Source: an optimization exercise on an open RTL-to-GDS flow (aim: small area, a short achievable clock period and few clock cycles per item). Production flows keep margins and buffers that such runs may drop. In this exercise RTL edits were held to simulation tests only and were not proved equivalent to the original. Power is estimated from default activity; no workload was simulated.

`flow/flow/run.sh`:
```
#!/bin/bash
# Own layout flow: the standard flow (standard.sh, which runs ORFS from
# the standard synthesis to the final layout), unchanged except that
#  - the timing repair after floorplan, CTS and global route aims for a setup
#    slack of SETUP_SLACK_MARGIN ns instead of 0, and
#  - clock tree synthesis inserts no dummy loads.
# The clock period, the SDC and every other setting are the design's and
# config.mk's.
set -euo pipefail
cat >> config.mk <<'CFG'
export SETUP_SLACK_MARGIN = 10
export CTS_ARGS = -sink_clustering_enable -repair_clock_nets -dont_use_dummy_load
CFG
bash standard.sh > standard.log 2>&1
```
`flow/standard.sh`:
```
#!/bin/bash
# synth_recipe.tcl (not shown) runs the flow's synth.tcl, then flattens the netlist and writes it again
# the make line also repeats each setting of config.mk as NAME=value (left out here)
make -C /OpenROAD-flow-scripts/flow DESIGN_CONFIG=/design/flow/config.mk WORK_HOME=/design/flow/orfs CLKGATE_MAP_FILE= SYNTH_SCRIPT=/design/flow/synth_recipe.tcl "${@:-finish}"
```
`flow/config.mk`:
```
export PLATFORM = sky130hd
export DESIGN_NAME = bse
export DESIGN_NICKNAME = bse
export VERILOG_FILES = /design/flow/design.v
export SDC_FILE = /design/flow/constraint.sdc
export NUM_CORES = 8
export LEC_CHECK = 0
export ABC_AREA = 1
export CAP_MARGIN = 20
export CORE_MARGIN = 2
export CORE_UTILIZATION = 45
export PLACE_DENSITY = 0.55
export SLEW_MARGIN = 20
export SETUP_SLACK_MARGIN = 10
export CTS_ARGS = -sink_clustering_enable -repair_clock_nets -dont_use_dummy_load
```
`flow/constraint.sdc`:
```
create_clock -name core_clock -period 15.0 [get_ports {clk}]
set_input_delay 3.0000 -clock core_clock [delete_from_list [all_inputs] [get_ports {clk}]]
set_output_delay 3.0000 -clock core_clock [all_outputs]
set_load 0.01 [all_outputs]
```
`flow/design.v`:
```
module bse (
    input  wire        clk,
    input  wire        rst,
    input  wire        cmd_valid,
    output wire        cmd_ready,
    input  wire [31:0] cmd,
    input  wire [63:0] a0,
    input  wire [63:0] a1,
    input  wire [63:0] a2,
    input  wire [63:0] a3,
    output reg         done,
    output reg  [63:0] r0,
    output wire [63:0] r1,
    output reg  [2:0]  err,
    output reg  [6:0]  sticky
);
    localparam [7:0] OP_INIT   = 8'h01, OP_INITC  = 8'h02, OP_CLOSE  = 8'h03,
                     OP_STATUS = 8'h04, OP_GETPOS = 8'h10, OP_SETPOS = 8'h11,
                     OP_GETLEN = 8'h12, OP_GETL8  = 8'h13, OP_GETL16 = 8'h14,
                     OP_GETL32 = 8'h15, OP_GETL64 = 8'h16, OP_GETCAP = 8'h17,
                     OP_WR     = 8'h20, OP_WRR    = 8'h21, OP_RD     = 8'h22,
                     OP_RDR    = 8'h23, OP_WRA    = 8'h24, OP_RDA    = 8'h25,
                     OP_RDBYTE = 8'h26, OP_AND    = 8'h30, OP_OR     = 8'h31,
                     OP_XOR    = 8'h32, OP_NOT    = 8'h33, OP_SHL    = 8'h40,
                     OP_SHR    = 8'h41;
    localparam [2:0] V_X = 3'd0, V_NOT = 3'd1, V_AND = 3'd2, V_OR = 3'd3, V_XOR = 3'd4;
    wire [7:0] c_opc = cmd[7:0];
    wire [3:0] c_sd  = cmd[11:8];
    wire [3:0] c_sa  = cmd[15:12];
    wire [3:0] c_sb  = cmd[19:16];
    wire [2:0] c_wid = cmd[22:20];
    wire c_form_s   = (c_opc == OP_INIT) || (c_opc == OP_INITC) || (c_opc == OP_CLOSE) ||
                      (c_opc == OP_STATUS) || (c_opc == OP_RDBYTE) ||
                      ((c_opc >= OP_GETPOS) && (c_opc <= OP_GETCAP));
    wire c_form_sw  = (c_opc >= OP_WR) && (c_opc <= OP_RDA);
    wire c_form_dab = (c_opc == OP_AND) || (c_opc == OP_OR) || (c_opc == OP_XOR);
    wire c_form_da  = (c_opc == OP_NOT) || (c_opc == OP_SHL) || (c_opc == OP_SHR);
    wire c_legal = (c_form_s   && cmd[31:12] == 20'd0 && c_sd < 4) ||
                   (c_form_sw  && cmd[31:23] == 9'd0 && cmd[19:12] == 8'd0 &&
                    c_wid <= 3'd4 && c_sd < 4) ||
                   (c_form_dab && cmd[31:20] == 12'd0 && c_sd < 4 && c_sa < 4 && c_sb < 4) ||
                   (c_form_da  && cmd[31:16] == 16'd0 && c_sd < 4 && c_sa < 4);
    reg [6:0] c_w;
    always @(*) begin
        case (c_wid)
            3'd0:    c_w = 7'd1;
            3'd1:    c_w = 7'd8;
            3'd2:    c_w = 7'd16;
            3'd3:    c_w = 7'd32;
            default: c_w = 7'd64;
        endcase
    end
    wire        c_sub     = (c_opc == OP_WRR) || (c_opc == OP_RDR);
    wire        c_rdbyte  = (c_opc == OP_RDBYTE);
    wire        c_rngflag = a1[63] || a2[63] || (|a1[62:7]) || (|a2[62:7]);
    wire        c_arrtmem = (|a0) || (|a1);
    wire        c_a0big   = |a0[62:9];
    wire        c_ndp     = (c_opc >= OP_WR && c_opc <= OP_RDR) || c_rdbyte ||
                            c_form_dab || c_form_da;
    wire [65:0] ax = {3'b000, a1[62:0]};
    wire [65:0] ay = {3'b111, ~a2[62:0]};
    wire [65:0] az = {3'b111, ~a3[62:0]};
    wire [65:0] cs = ax ^ ay ^ az;
    wire [65:0] cc = {(ax[64:0] & ay[64:0]) | (ax[64:0] & az[64:0]) | (ay[64:0] & az[64:0]), 1'b1};
    wire [63:0] g0 = (cs[63:0] & cc[63:0]) | 64'd1;      
    wire [63:0] p0 = cs[63:0] | cc[63:0];               
    reg  [3:0]  c_bg, c_bp;
    integer bi, bl, ti;
    reg  [15:0] tg, tp, ng, np;
    always @(*) begin
        for (bi = 0; bi < 4; bi = bi + 1) begin
            tg = g0[bi*16 +: 16];
            tp = p0[bi*16 +: 16];
            for (bl = 0; bl < 4; bl = bl + 1) begin
                ng = 16'd0; np = 16'd0;
                for (ti = 0; ti < 8; ti = ti + 1) begin
                    ng[ti] = tg[2*ti+1] | (tp[2*ti+1] & tg[2*ti]);
                    np[ti] = tp[2*ti+1] & tp[2*ti];
                end
                tg = ng; tp = np;
            end
            c_bg[bi] = tg[0];
            c_bp[bi] = tp[0];
        end
    end
    wire        c_g64 = cs[64] & cc[64];
    wire        c_p64 = cs[64] | cc[64];
    wire        c_p65 = cs[65] ^ cc[65];
    wire        c_aneg = a1[63] || a2[63] || a3[63];
    reg         i_v;
    reg         i_legal;
    reg  [7:0]  i_opc;
    reg  [1:0]  i_sd, i_sa, i_sb;
    reg  [63:0] i_a0;
    reg         i_a0neg, i_a0big;
    reg  [6:0]  i_b, i_c;
    reg  [2:0]  i_wid;
    reg         i_rngflag, i_arrtmem, i_aneg;
    reg  [3:0]  i_bg, i_bp;
    reg         i_g64, i_p64, i_p65;
    reg         i_build, i_ndp;
    reg         stall;               
    reg         rdy_q;               
    assign cmd_ready = rdy_q;
    always @(posedge clk) begin
        if (rst)
            i_v <= 1'b0;
        else if (!stall)
            i_v <= cmd_valid;
        if (!stall) begin
            i_legal   <= c_legal;
            i_opc     <= c_opc;
            i_sd      <= c_sd[1:0];
            i_sa      <= c_sa[1:0];
            i_sb      <= c_sb[1:0];
            i_a0      <= a0;
            i_a0neg   <= a0[63];
            i_a0big   <= c_a0big;
            i_b       <= c_sub ? a1[6:0] : 7'd0;
            i_c       <= c_sub ? a2[6:0] : c_rdbyte ? 7'd8 : c_w;
            i_wid     <= c_wid;
            i_rngflag <= c_rngflag;
            i_arrtmem <= c_arrtmem;
            i_aneg    <= c_aneg;
            i_bg      <= c_bg;
            i_bp      <= c_bp;
            i_g64     <= c_g64;
            i_p64     <= c_p64;
            i_p65     <= c_p65;
            i_build   <= c_form_dab || c_form_da;
            i_ndp     <= c_ndp;
        end
    end
    reg  [3:0] open_q;
    reg  [3:0] nw_q  [0:3];
    reg  [8:0] len_q [0:3];
    reg  [8:0] pos_q [0:3];
    wire [7:0] opc = i_opc;
    wire [1:0] d   = i_sd;
    reg        go_q;                 
    wire       go  = go_q;
    wire g0x = !opc[6] && !opc[5] && !opc[4];
    wire g1x = !opc[6] && !opc[5] &&  opc[4];
    wire g2x = !opc[6] &&  opc[5] && !opc[4];
    wire g3x =  opc[5] &&  opc[4];
    wire g4x =  opc[6];
    wire op_init   = g0x && !opc[2] && !opc[1];
    wire op_initc  = g0x && opc[1] && !opc[0];
    wire op_close  = g0x && opc[1] && opc[0];
    wire op_status = g0x && opc[2];
    wire op_getpos = g1x && opc[2:0] == 3'd0;
    wire op_setpos = g1x && opc[2:0] == 3'd1;
    wire op_getlen = g1x && opc[2:0] == 3'd2;
    wire op_getl8  = g1x && opc[2:0] == 3'd3;
    wire op_getl16 = g1x && opc[2:0] == 3'd4;
    wire op_getl32 = g1x && opc[2:0] == 3'd5;
    wire op_getl64 = g1x && opc[2:0] == 3'd6;
    wire op_getcap = g1x && opc[2:0] == 3'd7;
    wire op_wr     = g2x && !opc[2] && !opc[1];
    wire op_rd     = g2x && ((!opc[2] && opc[1]) || (opc[2] && opc[1]));
    wire op_sub    = g2x && !opc[2] && opc[0];
    wire op_arr    = g2x && opc[2] && !opc[1];
    wire op_rda    = g2x && opc[2] && !opc[1] && opc[0];
    wire op_rdbyte = g2x && opc[2] && opc[1];
    wire op_and    = g3x && opc[1:0] == 2'd0;
    wire op_or     = g3x && opc[1:0] == 2'd1;
    wire op_dab    = g3x && !(opc[1] && opc[0]);
    wire op_not    = g3x && opc[1] && opc[0];
    wire op_shl    = g4x && !opc[0];
    wire op_shr    = g4x && opc[0];
    wire op_da     = op_not || g4x;
    wire op_query  = op_status || (g1x && opc[2:0] != 3'd1);
    wire need_d    = (g0x && !op_init && !op_initc && !op_status) || g1x || g2x;
    wire need_a    = g3x || g4x;
    wire [3:0] dsel = 4'b0001 << d;
    wire [3:0] asel = 4'b0001 << i_sa;
    wire [3:0] bsl  = 4'b0001 << i_sb;
    wire [3:0]  s_capbad, s_short;
    wire [9:0]  s_wend  [0:3];
    wire [8:0]  s_avail [0:3];
    wire [10:0] s_st    [0:3];
    genvar gs;
    generate
        for (gs = 0; gs < 4; gs = gs + 1) begin : M
            wire [8:0]  p  = pos_q[gs];
            wire [3:0]  nw = nw_q[gs];
            wire [9:0]  we = {1'b0, p} + {3'd0, i_c};
            reg [3:0] lim;
            always @(*) begin
                case (nw)
                    4'd3:    lim = 4'd6;
                    4'd5:    lim = 4'd5;
                    4'd6:    lim = 4'd6;
                    4'd7:    lim = 4'd7;
                    default: lim = 4'd8;
                endcase
            end
            wire [10:0] room = {2'd0, lim, 5'd0} - {2'd0, p} - {4'd0, i_c};
            assign s_wend[gs]   = we;
            assign s_capbad[gs] = room[10];
            assign s_avail[gs]  = len_q[gs] - p;
            assign s_short[gs]  = ({2'b0, i_c} >= s_avail[gs]);
            assign s_st[gs]     = {2'b0, p} - {4'b0, i_b};
        end
    endgenerate
    wire [8:0]  P     = pos_q[d];
    wire [8:0]  L     = len_q[d];
    wire [3:0]  NW    = nw_q[d];
    wire [8:0]  LA    = len_q[i_sa];
    wire [8:0]  LB    = len_q[i_sb];
    wire [9:0]  wend  = s_wend[d];
    wire [9:0]  wlast = wend - 10'd1;
    wire        cap_bad = |(dsel & s_capbad);
    wire [4:0]  need   = wend[9:5] + {4'd0, wend[4:0] != 5'd0};
    wire        nw_ok1 = ({1'b0, NW} >= need);
    wire        nw_ok2 = ({NW, 1'b0} >= need);
    wire        nw_ok3 = ({NW[3:0], 2'b0} >= {1'b0, need}) || NW[3];
    wire [3:0]  wr_nw = nw_ok1 ? NW : nw_ok2 ? {NW[2:0], 1'b0} : nw_ok3 ? {NW[1:0], 2'b0} :
                        {NW[0], 3'b0};
    wire [8:0]  avail = s_avail[d];
    wire        rd_short = |(dsel & s_short);
    wire [6:0]  rd_k  = rd_short ? avail[6:0] : i_c;
    wire [8:0]  rd_np = rd_short ? L : wend[8:0];
    wire [10:0] n_st  = s_st[d];
    wire [8:0] initc_sum = i_a0[8:0] + 9'd31;
    wire [3:0] initc_nw  = (i_a0[8:0] == 9'd0) ? 4'd1 : initc_sum[8:5];
    wire       initc_big = i_a0big || (i_a0[8:0] > 9'd256);
    wire setpos_bad = i_a0neg || i_a0big || (i_a0[8:0] > L);
    reg  [6:0] ex_w;
    always @(*) begin
        case (i_wid)
            3'd0:    ex_w = 7'd1;
            3'd1:    ex_w = 7'd8;
            3'd2:    ex_w = 7'd16;
            3'd3:    ex_w = 7'd32;
            default: ex_w = 7'd64;
        endcase
    end
    wire rng_bad    = i_rngflag || ({1'b0, i_b} + {1'b0, i_c} > {1'b0, ex_w});
    wire arr_c64    = i_bg[3] | (i_bp[3] & (i_bg[2] | (i_bp[2] & (i_bg[1] | (i_bp[1] & i_bg[0])))));
    wire arr_c65    = i_g64 | (i_p64 & arr_c64);
    wire arr_bad    = i_aneg || (i_p65 ^ arr_c65);
    wire open_d = |(dsel & open_q);
    wire open_a = |(asel & open_q);
    wire open_b = |(bsl & open_q);
    wire e1 = !i_legal;
    wire e2 = (need_d && !open_d) || (need_a && !open_a) || (op_dab && !open_b);
    wire e3 = (op_initc && i_a0neg) || (op_sub && rng_bad) || (op_arr && arr_bad) ||
              (op_dab && LA != LB) || (g4x && i_a0neg);
    wire e4 = op_setpos && setpos_bad;
    wire e5 = op_arr && i_arrtmem;
    wire e6 = (op_initc && initc_big) || (op_wr && cap_bad);
    wire ex_ok = !(e1 || e2 || e3 || e4 || e5 || e6);
    wire [2:0] ex_err = e1 ? 3'd1 : e2 ? 3'd2 : e3 ? 3'd3 : e4 ? 3'd4 : e5 ? 3'd5 :
                        e6 ? 3'd6 : 3'd0;
    wire ok = go && ex_ok;
    reg [9:0] ex_q;
    always @(*) begin
        ex_q = 10'd0;
        if (op_status) ex_q = open_d ? 10'd3 : 10'd0;
        if (op_getpos) ex_q = {1'b0, P};
        if (op_getlen) ex_q = {1'b0, L};
        if (op_getl8)  ex_q = ({1'b0, L} + 10'd7) >> 3;
        if (op_getl16) ex_q = ({1'b0, L} + 10'd15) >> 4;
        if (op_getl32) ex_q = ({1'b0, L} + 10'd31) >> 5;
        if (op_getl64) ex_q = ({1'b0, L} + 10'd63) >> 6;
        if (op_getcap) ex_q = {1'b0, NW, 5'd0};
    end
    reg         bact;                
    reg         b_last;              
    reg         b_bin, b_shl, b_shr;
    reg  [2:0]  b_op;
    reg  [1:0]  b_sa, b_sb, b_sd;
    reg  [10:0] b_off;               
    reg  [9:0]  b_e;                 
    reg  [3:0]  b_step;
    reg  [2:0]  b_np;
    wire        b_more = bact && !b_last;
    wire [8:0]  ncap   = initc_big ? 9'd256 : i_a0[8:0];
    wire        x_bin  = b_more ? b_bin : op_dab;
    wire        x_shl  = b_more ? b_shl : op_shl;
    wire        x_shr  = b_more ? b_shr : op_shr;
    wire [2:0]  x_op   = b_more ? b_op  : op_not ? V_NOT : op_da ? V_X :
                                          op_and ? V_AND : op_or ? V_OR : V_XOR;
    wire [1:0]  x_sa   = b_more ? b_sa  : i_sa;
    wire [1:0]  x_sb   = b_more ? b_sb  : i_sb;
    wire [1:0]  x_sd   = b_more ? b_sd  : d;
    wire [10:0] x_off  = b_more ? b_off : op_shl ? {2'b0, ncap} :
                                          op_shr ? (11'd0 - {2'b0, ncap}) : 11'd0;
    wire [9:0]  e0     = op_shl ? {1'b0, LA} - {1'b0, ncap} : {1'b0, ncap};
    wire [9:0]  x_e    = b_more ? b_e : e0;
    wire [2:0]  np0    = LA[8:6] + {2'd0, LA[5:0] != 6'd0};
    wire [2:0]  x_np   = b_more ? b_np : np0;
    wire [3:0]  x_step = b_more ? b_step + 4'd1 : 4'd0;
    wire [3:0]  x_nst  = x_bin ? {x_np, 1'b0} : {1'b0, x_np};    
    wire        x_last = (x_step == x_nst - 4'd1);
    wire        x_run  = b_more || (ok && i_build && np0 != 3'd0);
    wire        x_rd   = x_bin && !x_step[0];       
    wire [1:0]  x_npm1 = x_np[1:0] - 2'd1;
    wire [1:0]  x_cr   = x_bin ? x_step[2:1] : x_shr ? x_npm1 - x_step[1:0] : x_step[1:0];
    wire        x_wr   = x_bin ? x_step[0] : 1'b1;
    wire [1:0]  x_cw   = x_cr;
    wire [10:0] x_st   = {3'd0, x_cr, 6'd0} + (x_bin ? 11'd0 : x_off);
    wire [1:0]  x_rs   = (x_bin && x_step[0]) ? x_sb : x_sa;
    wire [2:0]  x_vop  = x_op;
    wire [3:0]  x_th   = x_e[9:6] - {2'd0, x_cr};
    wire [6:0]  x_tc   = x_th[3] ? 7'd0 : (x_th[2:0] != 3'd0) ? 7'd64 : {1'b0, x_e[5:0]};
    wire n_iv    = stall ? i_v : cmd_valid;
    wire n_indp  = stall ? i_ndp : c_ndp;
    wire n_stall = !rst && n_iv && n_indp && x_run && !x_last;
    function [3:0] hkof;
        input [2:0] w0;
        begin
            hkof[0] = w0[2] ^ (w0[1:0] != 2'd0);
            hkof[1] = w0[2] ^ (w0[1:0] > 2'd1);
            hkof[2] = w0[2] ^ (w0[1:0] > 2'd2);
            hkof[3] = w0[2];
        end
    endfunction
    wire [2:0]  wf = P[7:5];
    wire [2:0]  wl = wlast[7:5];
    wire [7:0]  n_words = (8'hFF << wf) & ~(8'hFE << wl);
    wire        bsel    = b_more || i_build;
    wire [1:0]  u_rs    = bsel ? x_rs : d;
    wire [10:0] u_st    = bsel ? x_st : n_st;
    reg  [31:0] dc_bsel;             
    reg  [11:0] dc_rot;              
    reg  [4:0]  dc_sh;               
    reg  [6:0]  dc_rlo, dc_rk;       
    reg         dc_rfull;
    reg  [3:0]  dc_wsoh;             
    reg  [7:0]  dc_words;            
    reg  [11:0] dc_plc;              
    reg         dc_wrn;              
    reg  [3:0]  dc_mlo, dc_mhi;      
    reg  [4:0]  dc_plo, dc_phi;      
    reg  [63:0] dc_val;              
    reg         dc_bupd;             
    reg         dc_bld;              
    reg  [2:0]  dc_vop;
    wire [3:0]  u_hk  = hkof(u_st[7:5]);
    wire [3:0]  u_oh  = 4'b0001 << u_st[6:5];
    wire [3:0]  u_r0  = u_oh;
    wire [3:0]  u_r1  = {u_oh[2:0], u_oh[3]};
    wire [3:0]  u_r2  = {u_oh[1:0], u_oh[3:2]};
    wire [3:0]  u_rsoh = 4'b0001 << u_rs;
    reg  [31:0] u_bsel;
    reg  [11:0] n_plc;
    integer kk, mm;
    always @(*) begin
        for (kk = 0; kk < 4; kk = kk + 1) begin
            u_bsel[kk*8 +: 4]     = u_rsoh & {4{!u_hk[kk]}};
            u_bsel[kk*8 + 4 +: 4] = u_rsoh & {4{ u_hk[kk]}};
            for (mm = 0; mm < 3; mm = mm + 1)
                n_plc[kk*3 + mm] = (n_st[6:5] + mm[1:0] == kk[1:0]);
        end
    end
    wire [63:0] bd;
    always @(posedge clk) begin
        dc_bsel <= u_bsel;
        dc_rot  <= (!bsel && op_wr) ? 12'd0 : {u_r2, u_r1, u_r0};
        dc_sh   <= u_st[4:0];
        if (bsel) begin
            dc_rlo   <= x_shr ? x_tc : 7'd0;
            dc_rk    <= x_tc;
            dc_rfull <= !x_shl;
            dc_wsoh  <= (x_run && x_wr) ? (4'b0001 << x_sd) : 4'd0;
            dc_words <= 8'b11 << {x_cw, 1'b0};
            dc_vop   <= x_vop;
        end else begin
            dc_rlo   <= i_b;
            dc_rk    <= rd_k;
            dc_rfull <= 1'b0;
            dc_wsoh  <= (ok && op_wr && i_c != 7'd0) ? dsel : 4'd0;
            dc_words <= n_words;
            dc_vop   <= V_X;
        end
        dc_plc  <= bsel ? 12'd0 : n_plc;
        dc_wrn  <= !bsel && op_wr;
        dc_mlo  <= bsel ? 4'd0 : 4'b0001 << wf[1:0];
        dc_mhi  <= bsel ? 4'd0 : 4'b0001 << wl[1:0];
        dc_bupd <= x_run && x_rd;
        dc_bld  <= bsel;
        dc_plo  <= P[4:0];
        dc_phi  <= wlast[4:0];
        dc_val  <= dc_bupd ? X : i_a0;
    end
    reg        da_v;
    reg  [2:0] da_err;
    reg        da_r0w, da_r0x, da_rdff;
    reg  [9:0] da_q;
    reg        da_r1w;
    reg  [6:0] da_r1;
    always @(posedge clk) begin
        da_v    <= go && !rst;
        da_err  <= ex_err;
        da_r0w  <= ok && (op_query || op_rd) && !rst;
        da_r0x  <= op_rd;
        da_rdff <= op_rdbyte && (rd_k == 7'd0);
        da_q    <= ex_q;
        da_r1w  <= ok && (op_rd || op_rda) && !rst;
        da_r1   <= op_rd ? rd_k : 7'd0;
    end
    integer k;
    always @(posedge clk) begin
        stall <= n_stall;
        rdy_q <= !n_stall;
        go_q  <= !rst && n_iv && !n_stall;
        if (rst) begin
            open_q <= 4'hF;
            for (k = 0; k < 4; k = k + 1) begin
                nw_q[k]  <= 4'd1;
                len_q[k] <= 9'd0;
                pos_q[k] <= 9'd0;
            end
            bact   <= 1'b0;
        end else begin
            if (ok) begin
                if (op_init || op_initc) begin
                    open_q[d] <= 1'b1;
                    nw_q[d]   <= op_initc ? initc_nw : 4'd1;
                    len_q[d]  <= 9'd0;
                    pos_q[d]  <= 9'd0;
                end
                if (op_close)
                    open_q[d] <= 1'b0;
                if (op_setpos)
                    pos_q[d] <= i_a0[8:0];
                if (op_wr) begin
                    pos_q[d] <= wend[8:0];
                    if (rd_short)                
                        len_q[d] <= wend[8:0];
                    nw_q[d]  <= wr_nw;
                end
                if (op_rd)
                    pos_q[d] <= rd_np;
                if (op_dab || op_da) begin
                    open_q[d] <= 1'b1;
                    nw_q[d]   <= nw_q[i_sa];
                    len_q[d]  <= LA;
                    pos_q[d]  <= 9'd0;
                end
            end
            bact <= x_run;
        end
        b_last <= x_last;
        b_bin  <= x_bin;
        b_shl  <= x_shl;
        b_shr  <= x_shr;
        b_op   <= x_op;
        b_sa   <= x_sa;
        b_sb   <= x_sb;
        b_sd   <= x_sd;
        b_off  <= x_off;
        b_e    <= x_e;
        b_step <= x_step;
        b_np   <= x_np;
    end
    wire [127:0]  bus;
    wire [1023:0] mq;                
    genvar gj;
    generate
        for (gs = 0; gs < 4; gs = gs + 1) begin : S
            for (gj = 0; gj < 8; gj = gj + 1) begin : J
                reg [31:0] q;
                wire en = dc_wsoh[gs] && dc_words[gj];
                always @(posedge clk)
                    if (en)
                        q <= bus[(gj%4)*32 +: 32];
                assign mq[(gs*8+gj)*32 +: 32] = q;
            end
        end
    endgenerate
    wire [127:0] banks;
    genvar gk;
    generate
        for (gk = 0; gk < 4; gk = gk + 1) begin : B
            reg [31:0] acc;
            integer s, h;
            always @(*) begin
                acc = 32'd0;
                for (h = 0; h < 2; h = h + 1)
                    for (s = 0; s < 4; s = s + 1)
                        acc = acc | ({32{dc_bsel[gk*8 + h*4 + s]}} & mq[(s*8 + h*4 + gk)*32 +: 32]);
            end
            assign banks[gk*32 +: 32] = acc;
        end
    endgenerate
    function [63:0] therm;
        input [6:0] r;
        reg   [8:0] gt, eq;
        reg   [7:0] ge;
        integer j;
        begin
            for (j = 0; j < 9; j = j + 1) begin
                gt[j] = (j > r[6:3]);
                eq[j] = (j == r[6:3]);
            end
            for (j = 0; j < 8; j = j + 1)
                ge[j] = (j >= r[2:0]);
            for (j = 0; j < 64; j = j + 1)
                therm[j] = gt[j/8] | (eq[j/8] & ge[j%8]);
        end
    endfunction
    function [31:0] sel4;
        input [3:0]  oh;
        input [127:0] b;
        begin
            sel4 = ({32{oh[0]}} & b[31:0])  | ({32{oh[1]}} & b[63:32]) |
                   ({32{oh[2]}} & b[95:64]) | ({32{oh[3]}} & b[127:96]);
        end
    endfunction
    wire [95:0] win = {sel4(dc_rot[11:8], banks), sel4(dc_rot[7:4], banks),
                       sel4(dc_rot[3:0], banks)};
    wire [63:0] vrev;
    genvar gv;
    generate
        for (gv = 0; gv < 64; gv = gv + 1) begin : VR
            assign vrev[gv] = dc_val[63 - gv];
        end
    endgenerate
    wire [95:0] sin    = win | ({96{dc_wrn}} & {vrev, 32'd0});
    wire [95:0] win_sh = sin >> dc_sh;
    wire [6:0]  rhi    = dc_rfull ? 7'd64 : dc_rlo + dc_rk;
    wire [63:0] rmask  = therm(dc_rlo) & ~therm(rhi);
    wire [63:0] X      = win_sh[63:0] & rmask;
    reg [63:0] bd1, bd0;
    always @(*) begin
        case (dc_vop)
            V_NOT:   begin bd1 = 64'd0;   bd0 = ~64'd0;  end
            V_AND:   begin bd1 = dc_val;  bd0 = 64'd0;   end
            V_OR:    begin bd1 = ~64'd0;  bd0 = dc_val;  end
            V_XOR:   begin bd1 = ~dc_val; bd0 = dc_val;  end
            default: begin bd1 = ~64'd0;  bd0 = 64'd0;   end
        endcase
    end
    assign bd = (X & bd1) | (~X & bd0);
    wire [95:0] y;
    generate
        for (gv = 0; gv < 96; gv = gv + 1) begin : YR
            assign y[gv] = win_sh[95 - gv];
        end
    endgenerate
    wire [31:0] tlo = ~32'd0 << dc_plo;
    wire [31:0] thi = ~(~32'd0 << dc_phi) | (32'd1 << dc_phi);
    generate
        for (gk = 0; gk < 4; gk = gk + 1) begin : K
            wire [31:0] yk = ({32{dc_plc[gk*3 + 0]}} & y[31:0]) |
                             ({32{dc_plc[gk*3 + 1]}} & y[63:32]) |
                             ({32{dc_plc[gk*3 + 2]}} & y[95:64]) |
                             ({32{dc_bld}} & bd[(gk%2)*32 +: 32]);
            wire [31:0] mk = (dc_mlo[gk] ? tlo : ~32'd0) & (dc_mhi[gk] ? thi : ~32'd0);
            assign bus[gk*32 +: 32] = (yk & mk) | (banks[gk*32 +: 32] & ~mk);
        end
    endgenerate
    reg [6:0] r1_q;
    assign r1 = {57'd0, r1_q};
    always @(posedge clk) begin
        if (rst) begin
            done   <= 1'b0;
            r0     <= 64'd0;
            r1_q   <= 7'd0;
            err    <= 3'd0;
            sticky <= 7'd0;
        end else begin
            done <= da_v;
            if (da_v) begin
                err <= da_err;
                if (da_err != 3'd0)
                    sticky[da_err] <= 1'b1;
            end
            if (da_r0w)
                r0 <= da_r0x ? (da_rdff ? 64'hFFFF_FFFF_FFFF_FFFF : X) : {54'd0, da_q};
            if (da_r1w)
                r1_q <= da_r1;
        end
    end
endmodule
```
==> results of run 1 <==
worst max-delay path by stage:
| stage | cells after the start | end | startpoint |
|---|---|---|---|
| finish | 15 | S[0].J[5].q[15] | dc_bsel[24] |
| global placement | 6 | i_arrtmem | a1[11] |
| CTS | 16 | S[2].J[5].q[6] | dc_bsel[11] |
| detailed placement | 6 | i_arrtmem | a1[18] |
| global route | 15 | S[0].J[5].q[15] | dc_bsel[24] |
| floorplan | 32 | nw_q[0][3] | i_sd[0] |
Yosys cell counts, types with 4 or more instances:
cell and number:
a211o_1 4, a211oi_1 70, a21boi_0 15, a21o_1 6
a21oi_1 579, a221oi_1 7, a22o_1 4, a22oi_1 64
a31o_2 5, a31oi_1 17, a32oi_1 7, buf_1 90
buf_2 16, buf_4 62, clkbuf_1 363, clkinv_1 6
dfxtp_1 320, edfxtp_1 1218, fa_1 71, ha_1 182
inv_1 789, inv_2 14, nand2_1 3428, nand3_1 1445
nand3b_1 20, nand4_1 160, nor2_1 1262, nor3_1 86
nor4_1 47, o2111ai_1 8, o211ai_1 36, o21a_1 7
o21ai_0 382, o21ai_1 15, o21bai_1 4, o221ai_1 15
o22ai_1 91, o311ai_0 4, o31ai_1 7, or2_2 18
or4_1 10, xnor2_1 11, xor2_1 65
metal layers:
metal  global-route usage [%]  vias to the layer above
met5                  0.09768                        -
met2                    62.76                     6075
met4                    29.94                       30
met1                    54.46                    41180
li1                         -                    37740
met3                    16.89                     1394
registers in the layout, indices dropped and copies added (netlist names), 8 cells and up, named ones only:
signal	cells
S.J.q	1024
dc_val	64
r0	64
i_a0	63
len_q	36
pos_q	36
dc_bsel	32
nw_q	16
b_e	10
da_q	9
b_off	8
dc_words	8
critical path, delay by kind of cell, from the launching register on:
kind	cells	cell delay [ns]
flops	1	0.69
simple gates	12	3.33
compound gates	2	0.93
buf+inv	1	0.40
power by group through the flow:
| stage | Sequential [mW] | Clock, mW | Combinational, mW |
|---|---|---|---|
| after global routing | 5.28 | 3.63 | 6.07 |
| after global placement | 5.37 | 0 | 5.25 |
| final | 5.28 | 3.46 | 6.03 |
| after CTS | 5.27 | 3.48 | 5.40 |
| after floorplan | 5.29 | 0 | 2.67 |
| after detailed placement | 5.37 | 0 | 5.30 |
final cells by class:
| type | count | share of cell area (%) |
|---|---|---|
| Antenna cell | 19 | 0.04764 |
| Clock buffer | 164 | 4.112 |
| Inverter | 809 | 3.080 |
| Multi-Input combinational cell | 8236 | 40.92 |
| Sequential cell | 1538 | 43.12 |
| Tap cell | 2526 | 3.167 |
| Timing Repair Buffer | 594 | 5.549 |
| Timing Repair inverter | 1 | 0.005015 |
cells by family after synthesis:
kind of cell               count (synthesis)  synth area share, %
and+or+nand+nor                         6492                30.94
other                                      1             0.004293
adders and majority gates                253                4.234
DFF                                     1538                49.20
xor gates and xnor gates                  76               0.7620
muxes                                      1              0.01146
buffers and inverters                   1340                6.047
AOI/OAI and AO/OA                       1356                8.801
timing repair:
action                     4_1_cts  5_1_grt
pin swaps                        4       38
resized for setup              148      243
hold buffers                     0        0
cloned                           0        2
buffers inserted                13       28
setup endpoints to repair      943     1153
metrics by stage:
step	setup WS (ns)	power [mW]	cells	hold WS [ns]	area, um2
finish	9.359	14.77	13890	0.4491	99800
global route	9.693	14.97	13870	0.4708	99760
CTS	9.854	14.15	13840	0.4488	98360
detailed placement	8.936	10.67	13660	0.4348	93650
global placement	8.987	10.62	13660	0.4320	93640
floorplan	10.18	7.952	11110	0.4104	87570
==> qor.yml, run 1 <==
status: "finished clean"
whs_path_depth: 2
relSlewSlack_pct: 19.53
dp_hpwl_mm: 337.5
synth_edf_count: 1218
met2_length_mm: 183.1
maxCapViolations: 0
rows: 161
async_flop_share_pct: 0
min_to: "dc_val[23]"
synth_ff_type: "edfxtp_1"
path_max_fanout: 20
die_x_um: 444.6
htreeDepth: 4
crit_required_ns: 15.55
worstSetupPathType: "reg -> reg"
rr_worst_depth: 15
hold_path.class: "reg -> reg"
p_leak_nw: 41.95
met3WireLength_mm: 60.38
arrival_ns: 6.19
worstReg2RegStart: "dc_bsel[24]"
drt.antenna.violating_nets: 0
grt_antenna_before_repair: 35
drc_errors: 0
p_seq_share_pct: 35.8
clock-sinks: 1538
tns_ns: 0
die-area_um2: 197700
first_pass_iters: 12
initial_utilization_pct: 45.31
internal_power_mw: 8.347
post-route-period-util_pct: 37.61
regToRegSetupSlack_ns: 9.36
layout-drive-gt1-share_pct: 6.516
highest-signal-layer: "met5"
multi_input_area_um2: 40840
num_vias: 86410
cts_buffer_depth: 3
num-fill-cells: 18170
gp_congestion: 1.187
hp-start: "i_a0[23]"
cts_tree: "built"
syn2layout_area_growth_pct: 14.24
rsz0062_at_grt: "yes"
final_nets: 11890
yosysSeqAreaShare_pct: 49.20
fin_skew_ns: 0.1104
port_buffers: 373
grt_pass1_wl_mm: 607.8
final_cell_mix: "3,394 x nand2_1, 1,420 x nand3_1, 1,239 x nor2_1, 1,218 x edfxtp_1, 757 x inv_1"
cts.clk_slew.worst_paths_ns: 0.06
synth_warnings: 1
crit_path_frequent_cell: "nand3_1"
crit_slowest_cell: "nand3_1"
power.switching_mw: 6.421
slew_violations: 0
p_sw_share_pct: 43.48
die_h_um: 444.6
synth_top_cell_area_share_pct: 41.87
yosysUniqueCellTypes: 61
top_level_ports: 431
grt_max_degree: 98
post-route-util_pct: 51.77
synthTopCellsByArea: "edfxtp_1 42%, nand2_1 15%, nand3_1 8.3%, dfxtp_1 7.3%, nor2_1 5.4%"
r2r_end: "S[0].J[5].q[15]"
ys_ff_latch: 1538
critPathLaunchType: "flop"
overflow: 0
drt_iter0_drc: 13030
combPwrFrac_pct: 40.8
max_freq_mhz: 177.3
final-hold-violation-count: 0
track_usage_pct: 43.83
cts_root_buf: "clkbuf_16"
syn-instance-count: 11060
final_common_cell: "nand2_1"
layout.area.seq_um2: 43030
viasPerCell: 6.222
worstPathCellList: "buf_4 > nand2_1 > nand2_1 > nor2_1 > nand2_1 > a22oi_1 > nand3_1 > nand3_1 > nand3_1 > nand3_1 > nand3_1 > nand3_1 > nand2_1 > nand3_1 > a21oi_2"
fin_crit_ns: 5.641
syn_area_per_cell_um2: 7.901
worst_pin_slew_ns: 1.194
insertion_delay_ns: 0.88
synth_top_area_cell: "edfxtp_1"
core_area_um2: 192800
first_global_vias: 78470
end_kind: "flop"
clockPowerShare_pct: 23.4
ir_worst_vdd_uv: 98.23
met1Wirelength_mm: 164.9
cts_inserted_buffers: 164
setup_viol: 0
p_per_area_nw_per_um2: 148.0
wire_per_inst_um: 32.16
synth_area_um2: 87360
routed_wl_mm: 446.6
critPathMaxStageDelay_ns: 0.80
Testbench counts, summed over its fixed seeds: cycles 33,253, cmds 32,000.
==> run 2: changes to the inputs <==
--- a/flow/design.v
+++ b/flow/design.v
@@ -358,7 +358,7 @@
     wire [63:0] bd;
     always @(posedge clk) begin
         dc_bsel <= u_bsel;
-        dc_rot  <= (!bsel && op_wr) ? 12'd0 : {u_r2, u_r1, u_r0};
+        dc_rot  <= {u_r2, u_r1, u_r0};
         dc_sh   <= u_st[4:0];
         if (bsel) begin
             dc_rlo   <= x_shr ? x_tc : 7'd0;
@@ -519,7 +519,7 @@
             assign vrev[gv] = dc_val[63 - gv];
         end
     endgenerate
-    wire [95:0] sin    = win | ({96{dc_wrn}} & {vrev, 32'd0});
+    wire [95:0] sin    = dc_wrn ? {vrev, 32'd0} : win;
     wire [95:0] win_sh = sin >> dc_sh;
     wire [6:0]  rhi    = dc_rfull ? 7'd64 : dc_rlo + dc_rk;
     wire [63:0] rmask  = therm(dc_rlo) & ~therm(rhi);
--- a/flow/config.mk
+++ b/flow/config.mk
@@ -8,8 +8,8 @@
 export ABC_AREA = 1
 export CAP_MARGIN = 20
 export CORE_MARGIN = 2
-export CORE_UTILIZATION = 45
-export PLACE_DENSITY = 0.55
+export CORE_UTILIZATION = 50
+export PLACE_DENSITY = 0.6
 export SLEW_MARGIN = 20
 export SETUP_SLACK_MARGIN = 10
 export CTS_ARGS = -sink_clustering_enable -repair_clock_nets -dont_use_dummy_load
==> run 2 against run 1 <==
Compared with the run above: final cell count is 0.75% lower; global-route usage is 4.2 points higher; power is 3.4% higher; cell area is 0.34% higher; clock skew is 0.013 ns higher; critical path type unchanged; critical endpoint is now S[3].J[2].q[30]; largest power group unchanged.
==> qor.yml, run 2 <==
grt_antenna_before_repair: 33  # -5.7%
layout-drive-gt1-share_pct: 7.183  # +0.67 points
tns_ns: 0  # unchanged
first_pass_iters: 10  # -2
synth_top_family_by_area: "simple AND/OR/NAND/NOR gates"
drt_iter0_drc: 14340  # +10%
initial_utilization_pct: 50.38  # +5.1 points
ys_ff_latch: 1538  # unchanged
path_max_fanout: 28  # +40%
grt_max_degree: 105  # +7.1%
synth_edf_count: 1218  # unchanged
routed_wl_mm: 441.8  # -1.1%
track_usage_pct: 48.07  # +4.2 points
synth_warnings: 1  # unchanged
synth_compound_area_share_pct: 8.597  # -0.20 points
crit_required_ns: 15.59  # +0.04 ns
status: "finished clean"
gp_congestion: 1.159  # -2.4%
cts_tree: "built"
max_freq_mhz: 184.2  # +3.9%
hold_path.class: "reg -> reg"
final_cell_mix: "3,634 x nand2_1, 1,292 x nand3_1, 1,218 x edfxtp_1, 1,127 x nor2_1, 804 x inv_1"
maxCapViolations: 0  # unchanged
met2_length_mm: 178.6  # -2.4%
fin_crit_ns: 5.429  # -0.2119 ns
final-hold-violation-count: 0  # unchanged
grt_pass1_wl_mm: 602.3  # -0.91%
drt.antenna.violating_nets: 0  # unchanged
die_x_um: 422.7  # -4.9%
num_vias: 87060  # +0.76%
port_buffers: 373  # unchanged
core_area_um2: 174000  # -9.7%
arrival_ns: 6.02  # -0.17 ns
die-area_um2: 178700  # -9.6%
yosys.cell_count.top_type: "nand2_1"
slew_violations: 0  # unchanged
rows: 153  # -5.0%
async_flop_share_pct: 0  # unchanged
p_leak_nw: 42.49  # +1.3%
dpl-instance-area_um2: 93510  # -0.14%
p_per_area_nw_per_um2: 152.5  # +3.1%
worst_pin_slew_ns: 1.273  # +0.07828 ns
rsz0062_at_grt: "yes"
largest_reg_flops: 1024  # unchanged
synthTopCellsByArea: "edfxtp_1 42%, nand2_1 16%, nand3_1 7.5%, dfxtp_1 7.3%, nor2_1 4.9%"
timing.hold.ws_ns: 0.4436  # -0.005518 ns
cts_root_buf: "clkbuf_16"
met3WireLength_mm: 62.63  # +3.7%
overflow: 0  # unchanged
end_kind: "flop"
worstSetupPathType: "reg -> reg"
synth_common_cells: "3,701 x nand2_1, 1,315 x nand3_1, 1,218 x edfxtp_1, 1,134 x nor2_1, 822 x inv_1"
setup_viol: 0  # unchanged
viasPerCell: 6.317  # +1.5%
syn-instance-count: 11140  # +0.77%
yosysSeqAreaShare_pct: 49.03  # -0.17 points
synth_area_um2: 87660  # +0.35%
met1Wirelength_mm: 156.4  # -5.2%
cts_inserted_buffers: 157  # -4.3%
synthAdderAreaFrac_pct: 4.219  # -0.015 points
die_h_um: 422.7  # -4.9%
synth_xor_area_share_pct: 0.8892  # +0.13 points
highest-signal-layer: "met5"
ir_worst_vdd_uv: 120.1  # +22%
syn_area_per_cell_um2: 7.868  # -0.42%
fin_skew_ns: 0.1234  # +0.01304 ns
dp_hpwl_mm: 333.2  # -1.3%
cts_buffer_depth: 3  # unchanged
yosysUniqueCellTypes: 67  # +9.8%
cts.clk_slew.worst_paths_ns: 0.06  # about the same
wire_per_inst_um: 32.05  # -0.33%
clock-sinks: 1538  # unchanged
yosys.area_share.simple_pct: 30.93  # about the same
htreeDepth: 4  # unchanged
regMostFlops: "S.J.q"
top_level_ports: 431  # unchanged
post-route-period-util_pct: 36.19  # -1.4 points
fin_area_um2: 100100  # +0.34%
synth_top_area_cell: "edfxtp_1"
first_global_vias: 79120  # +0.83%
synthMuxAreaShare_pct: 0  # -0.011 points
holdBufCountCts: 0  # unchanged
insertion_delay_ns: 0.88  # about the same
synth_ff_type: "edfxtp_1"
synth_top_cell_area_share_pct: 41.72  # -0.15 points
final_common_cell: "nand2_1"
syn2layout_area_growth_pct: 14.22  # about the same
drc_errors: 0  # unchanged
critPathLaunchType: "flop"
final_nets: 11980  # +0.74%
top_regs: "S.J.q: 1024 flops, dc_val: 64 flops, r0: 64 flops"
relSlewSlack_pct: 15.15  # -4.4 points
## run 2: worst max-delay path, stage by stage (launching register included)
cell	delay (ns)
dfxtp_1	0.39
buf_4	0.40
nand2_1	0.14
nand2_1	0.11
nor2_1	0.04
nand2_1	0.52
nand2_1	0.12
nand2_1	0.10
inv_1	0.04
nand2_1	0.25
nand3_1	0.18
nand3_1	0.18
nand3_1	0.12
nand3_1	0.17
nand3_1	0.49
nand2_4	0.47
nand2_1	0.21
nand2_1	0.10
nand3_1	0.52
a21oi_4	0.52
## run 2: per-layer routing
layer | vias to the layer above | GRT usage, %
met2 | 6855 | 67.60
met5 | - | 0
li1 | 37670 | -
met3 | 1423 | 17.04
met1 | 41110 | 59.79
met4 | 4 | 37.89
## run 2: power by group
part           total [mW]  internal, mW  switching, mW
clock                3.34          1.82           1.51
sequential           5.35          5.20          0.155
combinational        6.58          1.42           5.16
## run 2: timing repair
item,CTS,global route
endpoints found under the setup margin,1062,1128
buffers inserted,20,42
resized for setup,215,199
gates cloned,1,2
pin swaps,4,46
## run 2: cell families after synthesis
logic type / count (synthesis)
simple gates: 6527
flops: 1538
buf+inv: 1390
compound gates: 1344
fa+ha+maj: 253
xor+xnor: 89
other cells: 1
## run 2: layout make-up
| cell class | count | area [um2] |
|---|---|---|
| inverter | 857 | 3244 |
| sequential | 1538 | 43020 |
| multi-input combinational | 8272 | 41160 |
| antenna | 28 | 70.07 |
| fill | 15210 | 73880 |
| timing repair buffer | 606 | 5794 |
| tap | 2325 | 2909 |
| clock buffer | 157 | 3929 |
## run 2: path summary, 6_finish.rpt
kind               startpoint              end  slack (ns)  cells after the start
setup / recovery  dc_bsel[26]  S[3].J[2].q[30]        9.57                     19
setup reg to reg  dc_bsel[26]  S[3].J[2].q[30]        9.57                     19
hold reg to reg      i_a0[42]       dc_val[42]        0.44                      2
hold / removal       i_a0[42]       dc_val[42]        0.44                      2
## run 2: through the flow
step	util (%)	power, mW	instances	setup WS, ns
6_report	57.54	15.27	13780	9.571
4_1_cts	56.64	14.53	13710	9.827
3_5_place_dp	53.74	11.09	13530	8.963
3_3_place_gp	53.74	11.03	13530	8.816
2_1_floorplan	-	8.152	11200	10.04
5_1_grt	57.51	15.43	13760	9.765
Testbench counts of run 2, summed over its fixed seeds: cycles 33,253, cmds 32,000.
==> run 3: changes to the inputs <==
==> flow/run.sh (new file) <==
#!/bin/bash
# synth_recipe.tcl (not shown) runs the flow's synth.tcl, then flattens the netlist and writes it again
# the make line also repeats each setting of config.mk as NAME=value (left out here)
make -C /OpenROAD-flow-scripts/flow DESIGN_CONFIG=/design/flow/config.mk WORK_HOME=/design/flow/orfs CLKGATE_MAP_FILE= SYNTH_SCRIPT=/design/flow/synth_recipe.tcl finish
--- a/flow/config.mk
+++ b/flow/config.mk
@@ -10,6 +10,5 @@
 export CORE_MARGIN = 2
 export CORE_UTILIZATION = 50
 export PLACE_DENSITY = 0.6
+export SETUP_SLACK_MARGIN = 5
 export SLEW_MARGIN = 20
-export SETUP_SLACK_MARGIN = 10
-export CTS_ARGS = -sink_clustering_enable -repair_clock_nets -dont_use_dummy_load
removed: flow/flow/run.sh
removed: flow/standard.sh
==> run 3 against run 2 <==
Compared with the run above: power is 2.6% higher; worst setup slack lost 1.1 ns; sequential power about the same; largest power group unchanged.
==> qor.yml, run 3 <==
rows: 153  # unchanged
grt_antenna_before_repair: 47  # +42%
synth_warnings: 1  # unchanged
layout-drive-gt1-share_pct: 5.086  # -2.1 points
crit_required_ns: 15.52  # -0.07 ns
grt_max_degree: 105  # unchanged
maxCapViolations: 0  # unchanged
insertion_delay_ns: 0.89  # about the same
cts_tree: "built"
top_regs: "S.J.q: 1024 flops, dc_val: 64 flops, r0: 64 flops"
tns_ns: 0  # unchanged
htreeDepth: 4  # unchanged
worstPathCellList: "buf_4 > nand2_1 > nand2_1 > nor2_1 > nand2_1 > nand2_1 > nand2_1 > nor2_1 > nand2_1 > nand3_1 > nand3_1 > nand3_1 > nand3_1 > nand3_1 > nand2_1 > nand2_1 > nand2_1 > nand3_1 > a21oi_1"
post-route-util_pct: 56.98  # -0.57 points
synth_xor_area_share_pct: 0.8892  # unchanged
clock-sinks: 1538  # unchanged
top_level_ports: 431  # unchanged
arrival_ns: 7.09  # +1.07 ns
dp_hpwl_mm: 333.2  # unchanged
cts_buffer_depth: 3  # unchanged
dp_slack_ns: 8.963  # unchanged
p_total_mw: 15.67  # +2.6%
cts_inserted_buffers: 157  # unchanged
worstReg2RegStart: "dc_bsel[19]"
rr_worst_depth: 19  # unchanged
p_leak_nw: 42.50  # about the same
critPathBufInv: 1  # -1
first_global_vias: 79370  # +0.32%
fin_area_um2: 99150  # -0.98%
syn-instance-count: 11140  # unchanged
syn_area_per_cell_um2: 7.868  # unchanged
met1_usage_pct: 59.60  # -0.19 points
layout.area.seq_um2: 43020  # about the same
viasPerCell: 6.283  # -0.54%
overflow: 0  # unchanged
setup_viol: 0  # unchanged
die_x_um: 422.7  # unchanged
r2r_end: "S[2].J[1].q[11]"
ir_worst_vdd_uv: 119.5  # -0.54%
fin_skew_ns: 0.06729  # -0.05614 ns
synthMuxAreaShare_pct: 0  # unchanged
async_flop_share_pct: 0  # unchanged
synth_compound_area_share_pct: 8.597  # unchanged
grt.busiest_layer: "met2"
path_max_fanout: 32  # +14%
final-hold-violation-count: 0  # unchanged
die_h_um: 422.7  # unchanged
cts_resized: 0  # -100%
final_cell_mix: "3,701 x nand2_1, 1,314 x nand3_1, 1,218 x edfxtp_1, 1,133 x nor2_1, 818 x inv_1"
synth_top_family_by_area: "simple AND/OR/NAND/NOR gates"
synth_area_um2: 87660  # unchanged
port_buffers: 373  # unchanged
cts.clk_slew.worst_paths_ns: 0.06  # about the same
first_pass_iters: 9  # -1
synth_top_cell_area_share_pct: 41.72  # unchanged
yosysSeqAreaShare_pct: 49.03  # unchanged
ys_ff_latch: 1538  # unchanged
initial_utilization_pct: 50.38  # unchanged
post-route-period-util_pct: 43.82  # +7.6 points
track_usage_pct: 48.26  # +0.19 points
dp_cells: 13530  # unchanged
yosys.area_share.simple_pct: 30.93  # unchanged
cp_top_family: "simple AND/OR/NAND/NOR gates"
critPathMaxStageDelay_ns: 0.98  # +0.46 ns
synth_ff_type: "edfxtp_1"
relSlewSlack_pct: 8.367  # -6.8 points
min_to: "dc_val[28]"
slew_violations: 0  # unchanged
dpl-instance-area_um2: 93510  # unchanged
num_vias: 87020  # -0.049%
yosys.cell_count.top_type: "nand2_1"
drt.antenna.violating_nets: 0  # unchanged
p_per_area_nw_per_um2: 158.0  # +3.6%
hp-start: "i_a0[28]"
synth_common_cells: "3,701 x nand2_1, 1,315 x nand3_1, 1,218 x edfxtp_1, 1,134 x nor2_1, 822 x inv_1"
syn2layout_area_growth_pct: 13.10
fin_ws_ns: 8.427  # -1.145 ns
largest_reg_flops: 1024  # unchanged
regToRegSetupSlack_ns: 8.43  # -1.14 ns
gp_congestion: 1.159  # unchanged
cts_root_buf: "clkbuf_16"
gr-usage-met3_pct: 17.42  # +0.38 points
final_nets: 11910  # -0.55%
drc_errors: 0  # unchanged
crit_path_frequent_cell: "nand2_1"
critPathLaunchType: "flop"
end_kind: "flop"
wire_per_inst_um: 31.90  # -0.48%
status: "finished clean"
cts_setup_buffers: 0  # -100%
synthAdderAreaFrac_pct: 4.219  # unchanged
fin_crit_ns: 6.573  # +1.145 ns
core_area_um2: 174000  # unchanged
startpoint: "dc_bsel[19]"
grtUsageMet2_pct: 67.98  # +0.38 points
rsz0062_at_grt: "no"
regMostFlops: "S.J.q"
hold_path.class: "reg -> reg"
synth_top_area_cell: "edfxtp_1"
holdBufCountCts: 0  # unchanged
routed_wl_mm: 441.8  # about the same
worstSetupPathType: "reg -> reg"
whs_path_depth: 2  # unchanged
yosysUniqueCellTypes: 67  # unchanged
synth_edf_count: 1218  # unchanged
final_cell_count_no_fill: 13850  # +0.49%
worst_pin_slew_ns: 1.374  # +0.1018 ns
die-area_um2: 178700  # unchanged
num-fill-cells: 15210  # unchanged
final_common_cell: "nand2_1"
max_freq_mhz: 152.1  # -17%
multi_input_area_um2: 39410  # -4.3%
timing.hold.ws_ns: 0.4428  # -0.0008340 ns
crit_slowest_cell: "a21oi_1"
drt_iter0_drc: 14430  # +0.66%
grt_pass1_wl_mm: 605.1  # +0.46%
synthTopCellsByArea: "edfxtp_1 42%, nand2_1 16%, nand3_1 7.5%, dfxtp_1 7.3%, nor2_1 4.9%"
run 3: report_power, final:
| group | internal, mW | switching (mW) | leakage, nW | total [mW] |
|---|---|---|---|---|
| clock | 2.32 | 1.84 | 2.62 | 4.16 |
| sequential | 5.21 | 0.156 | 13.9 | 5.37 |
| combinational | 1.16 | 4.98 | 25.9 | 6.14 |
run 3: metal layers:
metal,routed length [um],vias to the layer above
li1,-,37650
met1,156900,41150
met2,179600,6798
met3,61260,1417
met4,44000,12
met5,81,-
run 3: cell type report:
class / instances / area share, %
well taps: 2325 / 2.934
clock buffers: 189 / 4.189
flip-flops and latches: 1538 / 43.39
multi-input cells: 8270 / 39.75
inverters: 857 / 3.251
diodes: 23 / 0.05805
repair buffers: 542 / 5.047
clock inverters: 107 / 1.379
run 3: kinds of logic (layout without fill, tap and decap cells):
kind of cell / Yosys count / after routing
flip-flops: 1538 / 1538
adder cells (fa/ha/maj): 253 / 253
XOR/XNOR: 89 / 89
buffers and inverters: 1390 / 1695
other: 1 / 80
AND/OR/NAND/NOR: 6527 / 6527
AO/OA/AOI/OAI: 1344 / 1344
run 3: worst max-delay path by stage:
stage | cells after the start | slack [ns] | to
3_5_place_dp | 32 | 8.96 | nw_q[3][3]
5_1_grt | 34 | 8.35 | nw_q[3][3]
3_3_place_gp | 34 | 8.82 | nw_q[3][3]
2_1_floorplan | 33 | 10.04 | nw_q[0][3]
4_1_cts | 32 | 8.95 | nw_q[3][3]
6_report | 19 | 8.43 | S[2].J[1].q[11]
run 3: worst register-to-register path: cells and delay by family (launching register included):
kind | cells | cell delay [ns]
AO/OA/AOI/OAI | 1 | 0.99
flip-flops | 1 | 0.31
buffers and inverters | 1 | 0.41
AND/OR/NAND/NOR | 17 | 4.53
==> run 4: changes to the inputs <==
--- a/flow/design.v
+++ b/flow/design.v
@@ -292,17 +292,18 @@
     wire [2:0]  np0    = LA[8:6] + {2'd0, LA[5:0] != 6'd0};
     wire [2:0]  x_np   = b_more ? b_np : np0;
     wire [3:0]  x_step = b_more ? b_step + 4'd1 : 4'd0;
-    wire [3:0]  x_nst  = x_bin ? {x_np, 1'b0} : {1'b0, x_np};    
+    wire [3:0]  x_nst  = x_bin ? {x_np, 1'b1} : {1'b0, x_np} + 4'd1;    
     wire        x_last = (x_step == x_nst - 4'd1);
     wire        x_run  = b_more || (ok && i_build && np0 != 3'd0);
-    wire        x_rd   = x_bin && !x_step[0];       
+    wire        x_rd   = x_bin ? (x_step[3:1] != x_np) : (x_step[2:0] != x_np);
     wire [1:0]  x_npm1 = x_np[1:0] - 2'd1;
     wire [1:0]  x_cr   = x_bin ? x_step[2:1] : x_shr ? x_npm1 - x_step[1:0] : x_step[1:0];
-    wire        x_wr   = x_bin ? x_step[0] : 1'b1;
-    wire [1:0]  x_cw   = x_cr;
+    wire        x_wr   = x_bin ? (!x_step[0] && x_step != 4'd0) : (x_step != 4'd0);
+    wire [1:0]  x_cw   = x_bin ? x_step[2:1] - 2'd1 :
+                         x_shr ? x_np[1:0] - x_step[1:0] : x_step[1:0] - 2'd1;
     wire [10:0] x_st   = {3'd0, x_cr, 6'd0} + (x_bin ? 11'd0 : x_off);
     wire [1:0]  x_rs   = (x_bin && x_step[0]) ? x_sb : x_sa;
-    wire [2:0]  x_vop  = x_op;
+    wire [2:0]  x_vop  = (x_bin && !x_step[0]) ? V_X : x_op;
     wire [3:0]  x_th   = x_e[9:6] - {2'd0, x_cr};
     wire [6:0]  x_tc   = x_th[3] ? 7'd0 : (x_th[2:0] != 3'd0) ? 7'd64 : {1'b0, x_e[5:0]};
     wire n_iv    = stall ? i_v : cmd_valid;
@@ -331,7 +332,6 @@
     reg  [3:0]  dc_wsoh;             
     reg  [7:0]  dc_words;            
     reg  [11:0] dc_plc;              
-    reg         dc_wrn;              
     reg  [3:0]  dc_mlo, dc_mhi;      
     reg  [4:0]  dc_plo, dc_phi;      
     reg  [63:0] dc_val;              
@@ -376,14 +376,13 @@
             dc_vop   <= V_X;
         end
         dc_plc  <= bsel ? 12'd0 : n_plc;
-        dc_wrn  <= !bsel && op_wr;
         dc_mlo  <= bsel ? 4'd0 : 4'b0001 << wf[1:0];
         dc_mhi  <= bsel ? 4'd0 : 4'b0001 << wl[1:0];
         dc_bupd <= x_run && x_rd;
         dc_bld  <= bsel;
         dc_plo  <= P[4:0];
         dc_phi  <= wlast[4:0];
-        dc_val  <= dc_bupd ? X : i_a0;
+        dc_val  <= dc_bupd ? bd : i_a0;
     end
     reg        da_v;
     reg  [2:0] da_err;
@@ -512,15 +511,7 @@
     endfunction
     wire [95:0] win = {sel4(dc_rot[11:8], banks), sel4(dc_rot[7:4], banks),
                        sel4(dc_rot[3:0], banks)};
-    wire [63:0] vrev;
-    genvar gv;
-    generate
-        for (gv = 0; gv < 64; gv = gv + 1) begin : VR
-            assign vrev[gv] = dc_val[63 - gv];
-        end
-    endgenerate
-    wire [95:0] sin    = dc_wrn ? {vrev, 32'd0} : win;
-    wire [95:0] win_sh = sin >> dc_sh;
+    wire [95:0] win_sh = win >> dc_sh;
     wire [6:0]  rhi    = dc_rfull ? 7'd64 : dc_rlo + dc_rk;
     wire [63:0] rmask  = therm(dc_rlo) & ~therm(rhi);
     wire [63:0] X      = win_sh[63:0] & rmask;
@@ -535,12 +526,7 @@
         endcase
     end
     assign bd = (X & bd1) | (~X & bd0);
-    wire [95:0] y;
-    generate
-        for (gv = 0; gv < 96; gv = gv + 1) begin : YR
-            assign y[gv] = win_sh[95 - gv];
-        end
-    endgenerate
+    wire [95:0] y   = {32'd0, dc_val} << dc_sh;
     wire [31:0] tlo = ~32'd0 << dc_plo;
     wire [31:0] thi = ~(~32'd0 << dc_phi) | (32'd1 << dc_phi);
     generate
@@ -548,7 +534,7 @@
             wire [31:0] yk = ({32{dc_plc[gk*3 + 0]}} & y[31:0]) |
                              ({32{dc_plc[gk*3 + 1]}} & y[63:32]) |
                              ({32{dc_plc[gk*3 + 2]}} & y[95:64]) |
-                             ({32{dc_bld}} & bd[(gk%2)*32 +: 32]);
+                             ({32{dc_bld}} & dc_val[(gk%2)*32 +: 32]);
             wire [31:0] mk = (dc_mlo[gk] ? tlo : ~32'd0) & (dc_mhi[gk] ? thi : ~32'd0);
             assign bus[gk*32 +: 32] = (yk & mk) | (banks[gk*32 +: 32] & ~mk);
         end
==> flow/flow/run.sh (new file) <==
#!/bin/bash
# Own layout flow: the standard flow (standard.sh, which runs ORFS from
# the standard synthesis to the final layout), unchanged except that
#  - the timing repair after floorplan, CTS and global route aims for a setup
#    slack of SETUP_SLACK_MARGIN ns instead of 0, and
#  - clock tree synthesis inserts no dummy loads.
# The clock period, the SDC and every other setting are the design's and
# config.mk's.
set -euo pipefail
cat >> config.mk <<'CFG'
export SETUP_SLACK_MARGIN = 10
export CTS_ARGS = -sink_clustering_enable -repair_clock_nets -dont_use_dummy_load
CFG
bash standard.sh > standard.log 2>&1
==> flow/standard.sh (new file) <==
#!/bin/bash
# synth_recipe.tcl (not shown) runs the flow's synth.tcl, then flattens the netlist and writes it again
# the make line also repeats each setting of config.mk as NAME=value (left out here)
make -C /OpenROAD-flow-scripts/flow DESIGN_CONFIG=/design/flow/config.mk WORK_HOME=/design/flow/orfs CLKGATE_MAP_FILE= SYNTH_SCRIPT=/design/flow/synth_recipe.tcl "${@:-finish}"
--- a/flow/config.mk
+++ b/flow/config.mk
@@ -10,5 +10,6 @@
 export CORE_MARGIN = 2
 export CORE_UTILIZATION = 50
 export PLACE_DENSITY = 0.6
-export SETUP_SLACK_MARGIN = 5
 export SLEW_MARGIN = 20
+export SETUP_SLACK_MARGIN = 10
+export CTS_ARGS = -sink_clustering_enable -repair_clock_nets -dont_use_dummy_load
removed: flow/run.sh
==> run 4 against run 3 <==
Compared with the run above: maximum frequency rose by 33%; wire length shrank 14%; sequential share of layout area is essentially flat; non-clock buffer count rose by 25; area after synthesis up 1.2%; clock skew increased by 0.048 ns; critical path depth decreased by 7; hold slack worse by 0.0047 ns; clock-buffer cell count shrank 34; final cell count shrank 2.1%.
==> qor.yml, run 4 <==
crit_slowest_cell: "o21ai_0"
syn-instance-count: 11010  # -1.1%
critPathMaxStageDelay_ns: 0.85  # -0.13 ns
startpoint: "dc_sh[1]"
worstPathCellList: "inv_4 > buf_6 > nand3_1 > o21ai_0 > or2_2 > o21ai_0 > o21ai_0 > o21ai_0 > a221oi_1 > nor2_1 > a21oi_1 > inv_1"
regMostFlops: "S.J.q"
p_leak_nw: 41.49  # -2.4%
synth_top_cell_area_share_pct: 41.24  # -0.48 points
final_common_cell: "nand2_1"
grt_pass1_wl_mm: 537.2  # -11%
crit_required_ns: 15.50  # -0.02 ns
port_buffers: 373  # unchanged
wire_per_inst_um: 28.13  # -12%
clock-sinks: 1537  # -0.065%
cts_inserted_buffers: 155  # -1.3%
worst_pin_slew_ns: 1.275  # -0.09998 ns
drt.antenna.violating_nets: 0  # unchanged
synth_common_cells: "3,593 x nand2_1, 1,218 x edfxtp_1, 997 x nand3_1, 876 x nor2_1, 854 x inv_1"
worstReg2RegStart: "dc_sh[1]"
slew_violations: 0  # unchanged
final-hold-violation-count: 0  # unchanged
status: "finished clean"
fin_skew_ns: 0.1151  # +0.04783 ns
crit_path_frequent_cell: "o21ai_0"
cts_buffer_depth: 3  # unchanged
die_x_um: 425.1  # +0.57%
initial_utilization_pct: 50.35  # about the same
synth_ff_type: "edfxtp_1"
yosysUniqueCellTypes: 74  # +10%
viasPerCell: 6.158  # -2.0%
rsz0062_at_grt: "yes"
tns_ns: 0  # unchanged
p_total_mw: 13.42  # -14%
hp-start: "i_a0[39]"
first_global_vias: 77010  # -3.0%
drc_errors: 0  # unchanged
first_pass_iters: 9  # unchanged
track_usage_pct: 41.14  # -7.1 points
grt_max_degree: 108  # +2.9%
num_vias: 83470  # -4.1%
worstSetupPathType: "reg -> reg"
layout-drive-gt1-share_pct: 5.068  # -0.018 points
gp_congestion: 1.096  # -5.4%
top_level_ports: 431  # unchanged
insertion_delay_ns: 0.85  # -0.04 ns
overflow: 0  # unchanged
relSlewSlack_pct: 14.13  # +5.8 points
core_area_um2: 176100  # +1.2%
rows: 154  # +0.65%
final_nets: 11760  # -1.3%
p_per_area_nw_per_um2: 135.4  # -14%
ys_ff_latch: 1537  # -0.065%
htreeDepth: 4  # unchanged
async_flop_share_pct: 0  # unchanged
max_freq_mhz: 201.6  # +33%
setup_viol: 0  # unchanged
dp_hpwl_mm: 289.2  # -13%
die-area_um2: 180700  # +1.2%
synthTopCellsByArea: "edfxtp_1 41%, nand2_1 15%, dfxtp_1 7.2%, nand3_1 5.6%, nor2_1 3.7%"
cts_root_buf: "clkbuf_16"
synth_edf_count: 1218  # unchanged
post-route-period-util_pct: 33.06  # -11 points
final_cell_mix: "3,573 x nand2_1, 1,218 x edfxtp_1, 992 x nand3_1, 868 x nor2_1, 834 x inv_1"
end_kind: "flop"
routed_wl_mm: 381.3  # -14%
critPathLaunchType: "flop"
ir_worst_vdd_uv: 105.6  # -12%
synth_area_um2: 88680  # +1.2%
synth_top_area_cell: "edfxtp_1"
top_regs: "S.J.q: 1024 flops, dc_val: 64 flops, r0: 64 flops"
maxCapViolations: 0  # unchanged
yosys.cell_count.top_type: "nand2_1"
fin_crit_ns: 4.960  # -1.614 ns
drt_iter0_drc: 12070  # -16%
cts.clk_slew.worst_paths_ns: 0.06  # about the same
hold_path.class: "reg -> reg"
cts_tree: "built"
syn_area_per_cell_um2: 8.052  # +2.3%
yosysSeqAreaShare_pct: 48.45  # -0.59 points
grt_antenna_before_repair: 16  # -66%
syn2layout_area_growth_pct: 11.74
largest_reg_flops: 1024  # unchanged
num-fill-cells: 15930  # +4.7%
synth_warnings: 1  # unchanged
path_max_fanout: 83  # +160%
die_h_um: 425.1  # +0.57%
arrival_ns: 5.46  # -1.63 ns
run 4: cell count changes in the layout (fill, tap and decap cells not counted), sizes merged, moves of 33 or more:
cell | previous run | this run
nand3 | 1318 | 998
nor2 | 1143 | 882
o21ai | 374 | 551
a21oi | 618 | 484
nand4 | 128 | 255
a22o | 4 | 120
nand2 | 3707 | 3597
mux2i | 0 | 72
clkinv | 68 | 7
a31oi | 17 | 55
clkbuf | 189 | 156
run 4: final cells by class:
| cell class | count | area (um2) | area share, % |
|---|---|---|---|
| Antenna cell | 7 | 17.52 | 0.01768 |
| Sequential cell | 1537 | 43010 | 43.40 |
| Clock buffer | 155 | 3879 | 3.914 |
| Timing Repair Buffer | 567 | 5290 | 5.338 |
| Multi-Input combinational cell | 8066 | 40620 | 40.99 |
| Tap cell | 2340 | 2928 | 2.955 |
| Inverter | 883 | 3346 | 3.376 |
run 4: cells by family (layout without fill, tap and decap cells):
group                      Yosys count  in the layout  share of synthesized area, %
and+or+nand+nor                   5949           5949                         27.95
AOI/OAI and AO/OA                 1644           1644                         11.14
DFF                               1537           1537                         48.45
buffers and inverters             1467           1605                         6.555
adders and majority gates          255            255                         4.199
xor gates and xnor gates            88             88                        0.8846
muxes                               73             73                        0.8254
other                                1             64                      0.004229
run 4: worst max-delay path: cells and delay by family (launching register included):
family	cells	cell delay (ns)
AO/OA/AOI/OAI	6	2.46
buffers and inverters	3	1.38
AND/OR/NAND/NOR	3	0.36
flip-flops	1	0.35
run 4: worst paths after layout:
path	end	slack, ns	depth (start not counted)
setup / recovery	S[0].J[4].q[4]	10.04	12
hold / removal	dc_val[39]	0.44	2
setup reg to reg	S[0].J[4].q[4]	10.04	12
hold reg to reg	dc_val[39]	0.44	2
run 4: routing by layer:
metal	share of wire, %	global-route usage, %	vias up
met1	38	53.79	39770
met3	11	9.032	916
met2	43	61.64	5100
met5	0.021	0	-
li1	-	-	37680
met4	7.9	26.88	10
run 4: power breakdown:
| group | switching, mW | total, mW | internal (mW) | leakage (nW) |
|---|---|---|---|---|
| combinational | 3.75 | 4.87 | 1.12 | 25.6 |
| clock | 1.49 | 3.29 | 1.80 | 1.91 |
| sequential | 0.183 | 5.26 | 5.07 | 14.0 |
run 4: metrics by stage:
stage	setup slack, ns	hold WS [ns]	cells	cell area (um2)	utilization [%]
3_3_place_gp	9.062	0.4273	13360	94330	53.56
3_5_place_dp	9.049	0.4281	13360	94340	53.57
6_report	10.04	0.4380	13560	99090	56.27
5_1_grt	9.953	0.4660	13550	99080	56.26
4_1_cts	9.820	0.4402	13520	98460	55.91
2_1_floorplan	10.03	0.4105	11070	88890	-
run 4: timing repair:
item                       in CTS  in global routing
setup buffers                  12                 23
gates cloned                    0                  1
hold buffers                    0                  0
resized for setup              46                114
pin swaps                       3                 28
setup endpoints to repair     315                411
Testbench counts of run 4, summed over its fixed seeds: cycles 34,296, cmds 32,000.

## re-timing with driven ports
No port has a modelled driver above. Below, the same layouts with a new extraction and two added sets of constraints.
Step 1, drivers: a clkbuf_16 drives clk and a buf_2 each remaining input, both assumed.
Step 2, shift: input delay + t, output delay - t, t = (earliest + latest rising clock arrival at the registers) / 2. This alone moves slack from input paths to output paths.
Three values: ideal ports, drivers, drivers and shift; two values: the first two.
run | t, ns | slack for setup (ns) | worst data-port slew with drivers (ns)
run 1 | 0.898 | 9.359 / 9.359 / 9.102 | 0.12
run 2 | 0.892 | 9.571 / 9.571 / 9.366 | 0.17
run 3 | 0.933 | 8.427 / 8.427 / 8.427 | 0.18
run 4 | 0.867 | 10.040 / 9.997 / 9.353 | 0.10
After both steps setup and hold are still met in every run listed. The setup slack of run 4, which loses most, moves by -0.043 ns with the drivers and by -0.687 ns with both steps.
